From an optimization exercise on the open Yosys and OpenROAD flow, aimed at small area, a short achievable clock period and few clock cycles per item; shortcuts taken in it are not production practice. At most, simulation tests tie the RTL to the original design; equivalence was not proved. Only the layout flow was run in run 2; the RTL was not checked for function there. Power is estimated from default activity; no workload was simulated.

$ cat flow/config.mk
export PLATFORM = sky130hd
export DESIGN_NAME = ssrb_raster
export DESIGN_NICKNAME = ssrb_raster
export VERILOG_FILES = /design/flow/design.v
export SDC_FILE = /design/flow/constraint.sdc
export NUM_CORES = 8
export LEC_CHECK = 0
export CAP_MARGIN = 20
export CORE_MARGIN = 2
export CORE_UTILIZATION = 70
export CTS_CLUSTER_DIAMETER = 80
export CTS_CLUSTER_SIZE = 28
export PLACE_DENSITY = 0.85
export SLEW_MARGIN = 20
export SYNTH_HIERARCHICAL = 1
export SYNTH_MEMORY_MAX_BITS = 16384
export SYNTH_MINIMUM_KEEP_SIZE = 0
$ cat flow/constraint.sdc
create_clock -name core_clock -period 15.0 [get_ports {clk}]
set_input_delay 3.0000 -clock core_clock [delete_from_list [all_inputs] [get_ports {clk}]]
set_output_delay 3.0000 -clock core_clock [all_outputs]
set_load 0.01 [all_outputs]
$ cat flow/design.v
module ssrb_intensity (
    input  wire [5:0]  a,
    input  wire [7:0]  E,
    input  wire [26:0] P,
    output wire [2:0]  cg,          
    output wire [2:0]  ce           
);
    localparam F = 27;
    localparam [63:0] R0 = 64'h0080008000400000;
    localparam [63:0] R1 = 64'h0100010000200040;
    localparam [63:0] R2 = 64'h2dd12ddc67a94380;
    localparam [63:0] R3 = 64'hd177d17a9ab4f98f;
    localparam [63:0] R4 = 64'h12211223d42a2849;
    localparam [63:0] R5 = 64'ha7d7a7d206ff1bdf;
    localparam [63:0] R6 = 64'hb38fb38fd2b609ae;
    localparam [63:0] R7 = 64'heab1eabf1f03129e;
    localparam [63:0] R8 = 64'h3271327e1e506a30;
    localparam [63:0] R9 = 64'h7c8d7c8fb1c4836c;
    localparam [63:0] R10 = 64'h61a061a21b2023ee;
    localparam [63:0] R11 = 64'h80e580e1ef3e1d23;
    localparam [63:0] R12 = 64'h59ba59b89111aaea;
    localparam [63:0] R13 = 64'h96c096ca0a8d55e5;
    localparam [63:0] R14 = 64'hf4b7f4b27184663c;
    localparam [63:0] R15 = 64'h8a5e8a5585517733;
    localparam [63:0] R16 = 64'h5785578e503ad493;
    localparam [63:0] R17 = 64'hfc46fc40fdf70527;
    localparam [63:0] R18 = 64'hbb18bb15ef9042fa;
    localparam [63:0] R19 = 64'he483e480c7160930;
    localparam [63:0] R20 = 64'h42e442e87de685de;
    localparam [63:0] R21 = 64'h7e5d7e5a83530374;
    localparam [63:0] R22 = 64'h7e367e3300dbff18;
    localparam [63:0] R23 = 64'h2b5d2b56aa8955b5;
    localparam [63:0] R24 = 64'hb399b39b33126626;
    localparam [63:0] R25 = 64'h3c1e3c1c3c1c7838;
    localparam [63:0] R26 = 64'hc01fc01fc01f803f;
    localparam [63:0] R27 = 64'h0010001fffe0003f;
    localparam [63:0] R28 = 64'hffefffe00000003f;
    localparam [63:0] R29 = 64'h000000000000003f;
    localparam [63:0] R30 = 64'hffffffffffffffc0;
    localparam [63:0] R31 = 64'h0000000000000000;
    localparam [63:0] R32 = 64'h0000000000000000;
    localparam [63:0] R33 = 64'h0000000000000000;
    localparam [63:0] R34 = 64'hffffffffffffffff;
    reg  [F+7:0] rom;
    always @(*) begin
        rom[0] = R0[a];
        rom[1] = R1[a];
        rom[2] = R2[a];
        rom[3] = R3[a];
        rom[4] = R4[a];
        rom[5] = R5[a];
        rom[6] = R6[a];
        rom[7] = R7[a];
        rom[8] = R8[a];
        rom[9] = R9[a];
        rom[10] = R10[a];
        rom[11] = R11[a];
        rom[12] = R12[a];
        rom[13] = R13[a];
        rom[14] = R14[a];
        rom[15] = R15[a];
        rom[16] = R16[a];
        rom[17] = R17[a];
        rom[18] = R18[a];
        rom[19] = R19[a];
        rom[20] = R20[a];
        rom[21] = R21[a];
        rom[22] = R22[a];
        rom[23] = R23[a];
        rom[24] = R24[a];
        rom[25] = R25[a];
        rom[26] = R26[a];
        rom[27] = R27[a];
        rom[28] = R28[a];
        rom[29] = R29[a];
        rom[30] = R30[a];
        rom[31] = R31[a];
        rom[32] = R32[a];
        rom[33] = R33[a];
        rom[34] = R34[a];
    end
    wire [F+7:0] x = {E, P};
    wire [F+7:0] gb = x & ~rom;      
    wire [F+7:0] eb = ~(x ^ rom);    
    function automatic [1:0] cmp (input [11:0] g, input [11:0] e, input integer n);
        integer k;
        reg gt, eq;
        begin
            gt = 1'b0;
            eq = 1'b1;
            for (k = 11; k >= 0; k = k - 1)
                if (k < n) begin
                    gt = gt | (eq & g[k]);
                    eq = eq & e[k];
                end
            cmp = {gt, eq};
        end
    endfunction
    assign {cg[0], ce[0]} = cmp(gb[11:0],  eb[11:0],  12);
    assign {cg[1], ce[1]} = cmp(gb[23:12], eb[23:12], 12);
    assign {cg[2], ce[2]} = cmp({1'b0, gb[34:24]}, {1'b1, eb[34:24]}, 11);
endmodule
module ssrb_raster (
    input  wire        clk,
    input  wire        rst,         
    input  wire        sp_valid,
    output wire        sp_ready,
    input  wire [31:0] sp_data,
    output reg         done,
    input  wire [3:0]  rd_col,
    input  wire [2:0]  rd_row,
    output wire [23:0] rd_pix
);
    localparam W   = 16;
    localparam H   = 8;
    localparam NB  = 2049;
    localparam [7:0] HUE = 8'h96;
    assign sp_ready = 1'b1;
    wire take = sp_valid;
    reg  [11:0] bin_cnt;
    wire [11:0] bin_nxt = {bin_cnt[10:0], bin_cnt[11] ^ bin_cnt[10] ^ bin_cnt[9] ^ bin_cnt[3]};
    wire        last = (bin_cnt == 12'h056);
    reg         hit;                
    always @(*) begin
        case (bin_cnt)
            12'h001, 12'h6d4, 12'ha66, 12'h228,
            12'ha82, 12'h171, 12'h539, 12'hd3e: hit = 1'b1;
            default: hit = 1'b0;
        endcase
    end
    reg  [2:0]  row;                
    reg  [2:0]  nrow;               
    reg         pend;               
    reg  [3:0]  off;                
    wire        ld = take && hit;
    localparam [1:0] S_IDLE = 2'd0, S_TST = 2'd1, S_SCL = 2'd2, S_SRC = 2'd3;
    reg  [1:0]  st;
    reg         f;                  
    reg  [7:0]  E;                  
    reg  [26:0] P;                  
    reg         sgn;                
    reg  [2:0]  d;                  
    reg  [5:0]  t;                  
    reg  [2:0]  cg, ce;             
    wire [2:0]  cg_n, ce_n;
    ssrb_intensity u_thr (.a(t), .E(E), .P(P), .cg(cg_n), .ce(ce_n));
    always @(posedge clk) begin
        cg <= cg_n;
        ce <= ce_n;
    end
    wire        ge  = cg[2] | (ce[2] & (cg[1] | (ce[1] & (cg[0] | ce[0]))));
    wire [5:0]  low = t & (~t + 6'd1);
    wire        tk  = ge && (t <= 6'd50);
    wire [5:0]  tn  = (tk ? t : (t & ~low)) | (low >> 1);
    wire [27:0] X   = {1'b1, P};
    wire [28:0] S   = {1'b0, X} + {3'b0, X[27:2]};
    wire        nrm = (P >= 27'h4cccccd);    
    wire [26:0] Pn  = nrm ? S[27:1] : S[26:0];
    always @(posedge clk) begin
        if (rst) begin
            st <= S_IDLE;
            f  <= 1'b0;
        end else if (ld) begin
            st <= S_TST;
            f  <= 1'b0;
        end else begin
            case (st)
                S_TST: begin
                    f <= !f;
                    if (f) begin
                        if (ge)
                            st <= t[5] ? S_IDLE : S_SRC;
                        else if (!t[5])
                            st <= S_SCL;
                    end
                end
                S_SCL: st <= (d == 3'd1) ? S_SRC : S_TST;
                S_SRC: begin
                    f <= !f;
                    if (f && low[0]) st <= S_IDLE;
                end
                default: ;
            endcase
        end
    end
    always @(posedge clk) begin
        if (hit) begin
            E   <= sp_data[30:23];
            sgn <= sp_data[31];
        end else if (st == S_SCL) begin
            E   <= E + {6'd0, nrm, !nrm} + 8'd2;
        end
        if (hit)
            P   <= {sp_data[22:0], 4'd0};
        else if (st == S_SCL)
            P   <= Pn;
    end
    always @(posedge clk) begin
        if (ld) begin
            d   <= 3'd4;
            t   <= 6'd51;
        end else begin
            case (st)
                S_TST: begin
                    if (f) begin
                        if (ge) begin
                            if (t[5]) d <= 3'd5;
                            else      t <= 6'd32;
                        end else if (t[5]) begin
                            t <= 6'd0;
                        end
                    end
                end
                S_SCL: begin
                    d <= d - 3'd1;
                    if (d == 3'd1) t <= 6'd32;
                end
                S_SRC: if (f) t <= tn;
                default: ;
            endcase
        end
    end
    reg  [7:0]  base;
    always @(*) begin
        case (d)
            3'd0:    base = 8'd0;
            3'd1:    base = 8'd51;
            3'd2:    base = 8'd102;
            3'd3:    base = 8'd153;
            default: base = 8'd204;
        endcase
    end
    wire        bad = sgn || (d == 3'd5 && E == 8'd255 && P != 27'd0);
    wire [7:0]  qv  = bad ? 8'd0 : (d == 3'd5) ? 8'd255 : base + {2'd0, t};
    wire        ins = pend && (st == S_IDLE) && (off == W - 1);
    always @(posedge clk) begin
        if (rst) begin
            bin_cnt <= 12'h001;
            done    <= 1'b0;
            nrow    <= 3'd0;
            pend    <= 1'b0;
            off     <= 4'd0;
        end else begin
            done <= 1'b0;
            off  <= off + 4'd1;
            if (take) begin
                if (last) begin
                    bin_cnt <= 12'h001;
                    off     <= off + 4'd2;
                    done    <= 1'b1;
                end else begin
                    bin_cnt <= bin_nxt;
                end
            end
            if (ld) begin
                nrow <= nrow + 3'd1;
                pend <= 1'b1;
            end else if (ins) begin
                pend <= 1'b0;
            end
        end
    end
    always @(posedge clk)
        if (hit)
            row <= nrow;
    reg  [8*W*H-1:0] ring;          
    reg  [W-1:0]     vp;            
    integer r;
    genvar gi, gj;
    wire [8*H-1:0] rin;             
    generate
        for (gi = 0; gi < H; gi = gi + 1) begin : g_ins
            wire wr  = ins && (row == gi);
            wire wrn = !wr;
            for (gj = 0; gj < 8; gj = gj + 1) begin : g_ib
                ssrb_ao22 u_m (.a1(wr), .b1(qv[gj]), .a2(wrn), .b2(ring[8*W*gi + 8*(W-1) + gj]),
                               .y(rin[8*gi + gj]));
            end
        end
    endgenerate
    always @(posedge clk) begin
        for (r = 0; r < H; r = r + 1)
            ring[8*W*r +: 8*W] <= {ring[8*W*r +: 8*(W-1)], rin[8*r +: 8]};
        if (rst)
            vp <= {W{1'b0}};
        else
            vp <= {vp[W-2:0], ins | vp[W-1]};
    end
    wire [W-1:0] ph;
    wire [8*W-1:0] yp;              
    genvar gp, gb, gr;
    wire [8*H-1:0] rhb;
    generate
        for (gb = 0; gb < 8; gb = gb + 1) begin : g_dec
            ssrb_dec3 u_dec (.a(rd_row), .y(rhb[H*gb +: H]));
        end
    endgenerate
    generate
        for (gp = 0; gp < W; gp = gp + 1) begin : g_place
            wire [3:0] k = gp - off;
            assign ph[gp] = (rd_col == k) && vp[gp];
            for (gb = 0; gb < 8; gb = gb + 1) begin : g_bit
                wire [H-1:0] dv;
                wire [H-1:0] rh = rhb[H*gb +: H];
                wire [3:0]   y;
                for (gr = 0; gr < H; gr = gr + 1) begin : g_row
                    assign dv[gr] = ring[8*W*gr + 8*gp + gb];
                end
                ssrb_aoi222 u_a0 (.a1(rh[0]), .b1(dv[0]), .a2(rh[1]), .b2(dv[1]),
                                  .a3(rh[2]), .b3(dv[2]), .y(y[0]));
                ssrb_aoi222 u_a1 (.a1(rh[3]), .b1(dv[3]), .a2(rh[4]), .b2(dv[4]),
                                  .a3(rh[5]), .b3(dv[5]), .y(y[1]));
                ssrb_nand2  u_a2 (.a(rh[6]), .b(dv[6]), .y(y[2]));
                ssrb_nand2  u_a3 (.a(rh[7]), .b(dv[7]), .y(y[3]));
                assign yp[8*gp + gb] = ~&y;
            end
        end
    endgenerate
    reg  [7:0]  rd_lo, rd_hi;
    wire [7:0]  lo, hi;
    generate
        for (gb = 0; gb < 8; gb = gb + 1) begin : g_out
            wire [3:0] zl, zh;
            ssrb_aoi222 u_l0 (.a1(ph[0]),  .b1(yp[8*0 + gb]),  .a2(ph[1]),  .b2(yp[8*1 + gb]),
                              .a3(ph[2]),  .b3(yp[8*2 + gb]),  .y(zl[0]));
            ssrb_aoi222 u_l1 (.a1(ph[3]),  .b1(yp[8*3 + gb]),  .a2(ph[4]),  .b2(yp[8*4 + gb]),
                              .a3(ph[5]),  .b3(yp[8*5 + gb]),  .y(zl[1]));
            ssrb_nand2  u_l2 (.a(ph[6]), .b(yp[8*6 + gb]), .y(zl[2]));
            ssrb_nand2  u_l3 (.a(ph[7]), .b(yp[8*7 + gb]), .y(zl[3]));
            ssrb_aoi222 u_h0 (.a1(ph[8]),  .b1(yp[8*8 + gb]),  .a2(ph[9]),  .b2(yp[8*9 + gb]),
                              .a3(ph[10]), .b3(yp[8*10 + gb]), .y(zh[0]));
            ssrb_aoi222 u_h1 (.a1(ph[11]), .b1(yp[8*11 + gb]), .a2(ph[12]), .b2(yp[8*12 + gb]),
                              .a3(ph[13]), .b3(yp[8*13 + gb]), .y(zh[1]));
            ssrb_nand2  u_h2 (.a(ph[14]), .b(yp[8*14 + gb]), .y(zh[2]));
            ssrb_nand2  u_h3 (.a(ph[15]), .b(yp[8*15 + gb]), .y(zh[3]));
            assign lo[gb] = ~&zl;
            assign hi[gb] = ~&zh;
        end
    endgenerate
    always @(posedge clk) begin
        rd_lo <= lo;
        rd_hi <= hi;
    end
    wire [7:0]  rd_q = rd_lo | rd_hi;
    wire [7:0]  rd_s = ~(rd_lo | rd_hi);
    assign rd_pix = {HUE, rd_s, rd_q};
endmodule
module ssrb_dec3 (
    input  wire [2:0] a,
    output wire [7:0] y
);
    assign y = 8'd1 << a;
endmodule
module ssrb_aoi222 (
    input  wire a1, b1, a2, b2, a3, b3,
    output wire y
);
    assign y = ~((a1 & b1) | (a2 & b2) | (a3 & b3));
endmodule
module ssrb_nand2 (
    input  wire a, b,
    output wire y
);
    assign y = ~(a & b);
endmodule
module ssrb_ao22 (
    input  wire a1, b1, a2, b2,
    output wire y
);
    assign y = (a1 & b1) | (a2 & b2);
endmodule
$ cat flow/flow/run.sh
#!/bin/bash
# Layout flow: the standard flow's own layout (standard.sh, all ORFS steps from the
# standard synthesis to finish) with one change to the port buffers.
# buffer_ports still gives every input and output port a buffer, a buf_8
# here; then, after global placement, flow/ports.tcl makes all of them but
# those of the read address inputs rd_row and rd_col, which fan out across
# the read port, buf_2 cells. make's full output goes to standard.log here.
set -euo pipefail
bash standard.sh "BUFFER_PORTS_ARGS=-buffer_cell sky130_fd_sc_hd__buf_8" \
    "POST_GLOBAL_PLACE_TCL=$PWD/flow/ports.tcl" finish > standard.log 2>&1
$ cat flow/flow/ports.tcl
# Port buffers. buffer_ports gave every input and output port a buf_8; after
# global placement, the buffers of all ports but the read address inputs
# rd_row and rd_col (which fan out across the read port) become buf_2.
set block [ord::get_db_block]
foreach bterm [$block getBTerms] {
  set name [$bterm getName]
  if {[string match "rd_row*" $name] || [string match "rd_col*" $name]} { continue }
  set net [$bterm getNet]
  if {$net == "NULL"} { continue }
  foreach iterm [$net getITerms] {
    set inst [$iterm getInst]
    set master [[$inst getMaster] getName]
    if {$master == "sky130_fd_sc_hd__buf_8"} {
      puts "port $name: [$inst getName] $master -> sky130_fd_sc_hd__buf_2"
      replace_cell [get_cells [$inst getName]] sky130_fd_sc_hd__buf_2
    }
  }
}
$ cat flow/standard.sh
#!/bin/bash
# synth_recipe.tcl (not shown) runs the flow's synth.tcl, then flattens the netlist and writes it again
# the make line also repeats each setting of config.mk as NAME=value (left out here)
make -C /OpenROAD-flow-scripts/flow DESIGN_CONFIG=/design/flow/config.mk WORK_HOME=/design/flow/orfs CLKGATE_MAP_FILE= SYNTH_SCRIPT=/design/flow/synth_recipe.tcl "${@:-finish}"
==> summary.txt, run 1 <==
reg2reg start=P[3]; R2R Setup Slk=between 10 and 15 ns; initial core utilization=0.709; register area share after synthesis=0.632; Area growth, synth to finish=7.57%; EDFF count, synth=35; Reg-to-Reg End=E[7]; fmax=~220 MHz; Tcrit/Tclk final=0.302; clk sinks=between 1000 and 1500; Async SR Flop Fraction=0; initial antenna violation count=0; I/O Pins=slightly below 70; Setup WS pre-CTS=between 9 and 10 ns; root buffer cell=clkbuf_16; Worst-Margin Slew=about 1.2 ns; Post-CTS Resized=0; min Tclk post-route=4.53 ns; count of final hold-check violations=0; Synth top cells by count=dfxtp_1, nand2_1, a222oi_1; Clock power frac=0.302; worst setup margin=10.47 ns; n_diodes=0; layout cells sized above 1=0.0819; Setup crit end kind=output pin; CORE AREA=51400 um^2; Unique masters post-synth=93; Vias/cell=~7; path depth of the worst reg2reg path=14; DRC Markers=0; Clk pin slew, worst setup/hold paths=around 0.1 ns; DP HPWL=62800 um; routed wire length=roughly 95000 um; vias in the first global route=roughly 26000; Leak=between 15 and 20 nW; Synth Cell Area=36400 um^2; largest net degree at the start of global routing=86; status=complete, no violations; top post-synthesis cells by area=dfxtp_1, a222oi_1, nand2_1, ha_1, edfxtp_1; post-cts hold buffer count=0; die height=roughly 230 um; Cells after Synth=slightly above 3000; width of the die=~230 um; top-area cell type share of the netlist area=0.604; vias post-DR=roughly 27000; P_int=roughly 3.8 mW; gr usage total=0.349; # port buffers=just under 60; placed inst area=about 38000 um^2; Core Rows=83; crit path DAT=roughly 1.5 ns; Worst Setup SP=rd_lo[0]; switching part of the total power=0.246; Slew headroom=0.198; worst min-delay path startpoint=ring[186]; # Post-CTS Setup Buffers=0; syn avg cell area=between 10 and 15 um^2; fin area=between 30000 and 40000 um^2; die area=approximately 54000 um^2; Synth Flop Type=dfxtp_1; Worst Skew=roughly 0.032 ns; pwr dens=130 nW/um^2; NetSw=around 1.3 mW; combinational cell fraction of total power=0.094; H-Tree Depth=2; synth warn=8; grt total ovfl=0; Reg power frac=0.604; Synth Register Bits=~1100; Min-Delay Path Class=reg2reg; first-pass GRT wire length=about 150000 um; IR drop worst, VDD=0.0970 mV; TritonCTS clock tree=done; Detailed Routing Iterations Pass 1=10; post-route ant nets=0; Clock Latency Late Sink=0.65 ns; area leader, netlist=dfxtp_1; startpoint type of the worst setup path=flip-flop; TNS Setup=0 ns; Worst Setup EP=rd_pix[8]; CTS buffer count=49; initial DRC count=between 3000 and 4000; drt wl/cell=roughly 25 um; RSZ-0062 raised after global routing=no; crit-path max FO=2; Critical Setup Path Class=reg2out; max-cap violation count=0; top-count cell post-synth=dfxtp_1; Max clock buf depth=3; Final Slew Violations=0; endpoints failing setup=0; fin nets=3329; Worst EP required=roughly 12 ns
==> registers in the layout, indices dropped and copies added, names as in the netlist, 2 cells and up <==
signal	cells
ce	3
row	3
st	2
E	8
P	27
t	6
bin_cnt	12
d	3
rd_hi	8
vp	16
ring	1024
rd_lo	8
cg	3
nrow	3
off	4
==> per-module statistics from Yosys (local to each module, per instance) <==
module,area (um^2),flip-flops and latches,cells inside
ssrb_raster,28600,1134,1976
ssrb_nand2,3.75,0,1
ssrb_aoi222,10.0,0,1
ssrb_intensity,2840,0,431
ssrb_ao22,8.76,0,1
ssrb_dec3,65.1,0,8
==> area by class of cell <==
cell class | instances | area (um^2)
Sequential cell | 1134 | 23100
Multi-Input combinational cell | 1845 | 13000
Fill cell | 3245 | 12200
Clock buffer | 52 | 1260
Tap cell | 680 | 851
Timing Repair Buffer | 106 | 728
Inverter | 55 | 206
Clock inverter | 8 | 151
==> through the flow <==
step	hold WS, ns	power, mW	utilization	instances
final	0.337	5.10	0.763	3880
after CTS	0.341	5.09	0.763	3880
after detailed placement	0.335	3.62	0.735	3820
after floorplan	0.330	3.48	-	3118
after global routing	0.343	5.26	0.763	3880
after global placement	0.330	3.60	0.744	3819
==> cell families after synthesis <==
| family | share of synthesized area |
|---|---|
| other | 0.000206 |
| muxes | 0.0109 |
| buffers and inverters | 0.0174 |
| DFF | 0.632 |
| and+or+nand+nor | 0.127 |
| AOI/OAI and AO/OA | 0.162 |
| adders and majority gates | 0.0336 |
| xor gates and xnor gates | 0.0159 |
==> layer usage <==
layer / wire length (um) / track usage / vias up
li1: - / - / 11980
met1: 37200 / 0.455 / 12949
met2: 43900 / 0.562 / 1577
met3: 9230 / 0.0647 / 316
met4: 5020 / 0.166 / 0
met5: 0 / 0 / -
==> worst min path at each step <==
stage,to,slack [ns],depth (start not counted)
2_1_floorplan,ring[100],0.33,0
3_3_place_gp,ring[45],0.33,0
3_5_place_dp,ring[607],0.33,0
4_1_cts,ring[194],0.34,0
5_1_grt,ring[834],0.34,0
6_report,ring[194],0.34,0
==> power by group through the flow <==
stage | registers, mW | logic [mW] | clock network (mW)
final | 3.08 | 0.480 | 1.54
after global routing | 3.09 | 0.523 | 1.65
after global placement | 3.15 | 0.453 | 0
after detailed placement | 3.15 | 0.463 | 0
after CTS | 3.08 | 0.468 | 1.54
after floorplan | 3.14 | 0.337 | 0
==> worst max-delay path, cell delays in order, from the launching register on <==
cell	delay, ns
dfxtp_1	0.32
or2_2	0.37
inv_1	0.07
buf_2	0.12
==> cells in the final DEF, fill, tap and decap left out, drive strengths merged, types with 13 or more instances in the layout <==
cell and count:
dfxtp 1099, nand2 404, a222oi 289, nand4 158, buf 106, a21oi 103
ha 93, o21ai 88, nor2 84, a22o 67, inv 59, clkbuf 52
xnor2 42, edfxtp 35, nor2b 34, mux2i 33, nor3b 32, a21o 31
nor3 31, and3 27, nand2b 26, nand3 25, xor2 24, and3b 24
o211ai 23, a211oi 17, or2 15, a31oi 14, nor4 13
Testbench counts, summed over its fixed seeds: cycles 524,560, columns 256.
==> run 2: changes to the inputs <==
--- a/flow/design.v
+++ b/flow/design.v
@@ -129,5 +129,4 @@
         endcase
     end
-    reg  [2:0]  row;                
     reg  [2:0]  nrow;               
     reg         pend;               
@@ -139,5 +138,5 @@
     reg  [7:0]  E;                  
     reg  [26:0] P;                  
-    reg         sgn;                
+    reg         bad;                
     reg  [2:0]  d;                  
     reg  [5:0]  t;                  
@@ -187,5 +186,5 @@
         if (hit) begin
             E   <= sp_data[30:23];
-            sgn <= sp_data[31];
+            bad <= sp_data[31] || (sp_data[30:23] == 8'hff && sp_data[22:0] != 23'd0);
         end else if (st == S_SCL) begin
             E   <= E + {6'd0, nrm, !nrm} + 8'd2;
@@ -231,5 +230,4 @@
         endcase
     end
-    wire        bad = sgn || (d == 3'd5 && E == 8'd255 && P != 27'd0);
     wire [7:0]  qv  = bad ? 8'd0 : (d == 3'd5) ? 8'd255 : base + {2'd0, t};
     wire        ins = pend && (st == S_IDLE) && (off == W - 1);
@@ -261,7 +259,4 @@
         end
     end
-    always @(posedge clk)
-        if (hit)
-            row <= nrow;
     reg  [8*W*H-1:0] ring;          
     reg  [W-1:0]     vp;            
@@ -271,5 +266,5 @@
     generate
         for (gi = 0; gi < H; gi = gi + 1) begin : g_ins
-            wire wr  = ins && (row == gi);
+            wire wr  = ins && (nrow == ((gi + 1) & 7));
             wire wrn = !wr;
             for (gj = 0; gj < 8; gj = gj + 1) begin : g_ib
==> run 2 against run 1 <==
Net effect: highest routed layer is now met5; critical endpoint is now rd_hi[7]; sequential power barely moved; clock-buffer cell count fell by 1; clock skew rose by 0.0074 ns; via count rose by 1.3%; cell area rose by 0.23%; sequential cell count fell by 3; cell count rose by 0.21%; combinational power rose by 0.8%; global-route usage rose by 1.0 points; routed wire length rose by 4.2%; non-clock buffer count did not move; largest cell class unchanged.
==> summary.txt, run 2 <==
status=complete, no violations; most common cell after layout, fill and taps aside=dfxtp_1; Core Rows=between 80 and 90; Crit-path slowest cell=nor4b_2; width of the die=about 230 um; Post-Route Utilization=0.764; IR drop worst, VDD=approximately 0.13 mV; Final Slew Violations=0; Synth top cells by count=dfxtp_1, nand2_1, a222oi_1; Largest delay share family, worst path=simple AND/OR/NAND/NOR gates; worst min-delay path startpoint=ring[984]; root buffer cell=clkbuf_16; Synth Flop Type=dfxtp_1; initial DRC count=roughly 4400; R2R Setup Slk=roughly 11 ns; Hold Path End=ring[992]; CTS buffer count=49; post-route ant nets=0; grt total ovfl=0; register area share after synthesis=0.630; H-Tree Depth=2; Async SR Flop Fraction=0; gr usage total=0.359; largest net degree at the start of global routing=65; Detailed Routing Iterations Pass 1=14; DP HPWL=65900 um; Cell Chain, Critical Path=buf_8, xor2_1, xnor2_1, nor4b_2, buf_4, a222oi_1, nand4_1; Unique masters post-synth=92; Clk pin slew, worst setup/hold paths=0.10 ns; fin nets=roughly 3300; P_int=3.85 mW; switching part of the total power=0.246; Cells after DPL=3825; Tcrit/Tclk final=0.319; largest register by flop count=ring; initial core utilization=0.709; pwr dens=approximately 130 nW/um^2; synth warn=8; top-area cell type share of the netlist area=0.603; initial antenna violation count=2; Critical Setup Path Class=in2reg; Vias/cell=around 7.0; Synth Register Bits=1131; fmax=~210 MHz; I/O Pins=between 60 and 70; Worst Skew=roughly 0.040 ns; worst setup margin=10.22 ns; first-pass GRT wire length=~150000 um; path depth of the worst reg2reg path=14; placed inst area=about 38000 um^2; Min-Delay Path Class=reg2reg; crit path DAT=5.37 ns; crit path buf inv count=2; syn avg cell area=between 10 and 15 um^2; routed wire length=approximately 99000 um; reg2reg start=P[13]; Reg power frac=0.602; fill count=3276; # Post-CTS Setup Buffers=0; Cells after Synth=between 3000 and 4000; final cell count without fillers=between 3000 and 4000; Worst EP required=about 16 ns; clk sinks=between 1000 and 1500; Setup crit end kind=flip-flop; biggest regs=ring x1024, P x27, vp x16; max-cap violation count=0; EDFF count, synth=32; fin area=slightly below 40000 um^2; Post-CTS Resized=0; TritonCTS clock tree=done; die height=approximately 230 um; total power=~5.1 mW; drt wl/cell=around 26 um; Area growth, synth to finish=7.74%; startpoint type of the worst setup path=input pin; number of flip-flops under the largest register name=just over 1000; NetSw=~1.3 mW; vias in the first global route=26487; layout cells sized above 1=0.0817; DRC Markers=0; Setup WS pre-CTS=just under 10 ns; RSZ-0062 raised after global routing=no; top-count cell post-synth=dfxtp_1; post-cts hold buffer count=0; area leader, netlist=dfxtp_1; top post-synthesis cells by area=dfxtp_1, a222oi_1, nand2_1, ha_1, nand4_1; Synth Cell Area=between 30000 and 40000 um^2; CORE AREA=51400 um^2; combinational cell fraction of total power=0.095; Leak=around 15 nW; count of final hold-check violations=0; hold_ws=between 0.3 and 0.4 ns; Clock Latency Late Sink=between 0.6 and 0.7 ns; CP peak stage delay=1.00 ns; Slew headroom=0.209; Worst-Margin Slew=roughly 1.2 ns; most frequent cells in the layout=dfxtp_1, nand2_1, a222oi_1, nand4_1, ha_1; min Tclk post-route=about 4.8 ns; die area=between 50000 and 60000 um^2; Max clock buf depth=3; crit-path max FO=5; vias post-DR=between 20000 and 30000; endpoints failing setup=0; Clock power frac=0.303; hold path depth=0; TNS Setup=0 ns; # port buffers=between 50 and 60; Reg-to-Reg End=E[7]
-- run 2: changes by cell type after synthesis, moves of 9 or more --
cell / before / now
o31ai_1: 5 / 15
nand2_1: 404 / 395
o21ai_0: 86 / 58
nor3_1: 29 / 38
o21ai_1: 2 / 20
nor2b_1: 34 / 45
a21o_1: 31 / 16
-- run 2: how the worst max path moves through the flow --
stage	from	endpoint	slack [ns]	depth (start not counted)
6_report	rd_col[2]	rd_hi[7]	10.22	7
5_1_grt	rd_col[2]	rd_hi[7]	10.31	7
3_3_place_gp	rd_col[0]	rd_lo[0]	9.51	6
4_1_cts	rd_col[2]	rd_hi[7]	10.39	7
3_5_place_dp	rd_col[2]	rd_hi[7]	9.72	7
2_1_floorplan	rd_col[3]	rd_hi[0]	10.35	5
-- run 2: cell type report --
cell class	count	area (um^2)	area share
sequential	1131	23000	0.584
timing repair buffer	106	751	0.0191
inverter	56	210	0.00535
tap	680	851	0.0217
multi-input combinational	1852	13100	0.333
clock inverter	9	161	0.00411
antenna	3	7.51	0.000191
clock buffer	51	1260	0.0322
-- run 2: power by group through the flow --
stage	clock [mW]	sequential [mW]	combinational (mW)
global route	1.66	3.08	0.527
floorplan	0	3.13	0.346
CTS	1.55	3.07	0.471
detailed placement	0	3.14	0.466
finish	1.55	3.07	0.484
global placement	0	3.14	0.457
-- run 2: cell families after synthesis --
kind of cell	share of synthesized area
DFF	0.630
buffers and inverters	0.0176
muxes	0.0126
AOI/OAI and AO/OA	0.161
adders and majority gates	0.0353
other	0.000206
xor gates and xnor gates	0.0154
and+or+nand+nor	0.128
-- run 2: modules after synthesis, one instance, submodules excluded --
module	flip-flops and latches	cells inside	area, um^2	copies in the design
ssrb_nand2	0	1	3.75	288
ssrb_dec3	0	8	65.1	8
ssrb_intensity	0	428	2880	1
ssrb_raster	1131	1981	28500	1
ssrb_ao22	0	1	8.76	64
ssrb_aoi222	0	1	10.0	288
-- run 2: routing by layer --
metal / vias to the layer above / track usage / part of all wire
li1: 12005 / - / -
met1: 13205 / 0.475 / 0.40
met2: 1655 / 0.573 / 0.46
met3: 311 / 0.0765 / 0.10
met4: 2 / 0.150 / 0.042
met5: - / 0.00460 / 0.00037

static timing again, ports no longer ideal:
No port has a modelled driver above. Below, the same layouts with a new extraction and two added sets of constraints. Step 1: set_driving_cell puts a clkbuf_16 on clk and a buf_2 on each other input, an assumption about the parent block. Step 2 also shifts input and output timing later by t, the mid clock arrival at the registers, as if the neighbouring blocks saw the same clock. Three values: ideal ports, drivers, drivers and shift; two values: the first two.
run	shift t [ns]	slack for setup (ns)	worst register clock-pin slew, ns
run 1	0.689	10.474 / 10.414 / 9.794	0.11 / 0.11
run 2	0.694	10.221 / 10.215 / 9.521	0.11 / 0.11
After both steps every run listed still meets setup and hold. For run 2, which loses most, drivers alone change the setup slack by -0.006 ns; drivers and shift together by -0.700 ns.
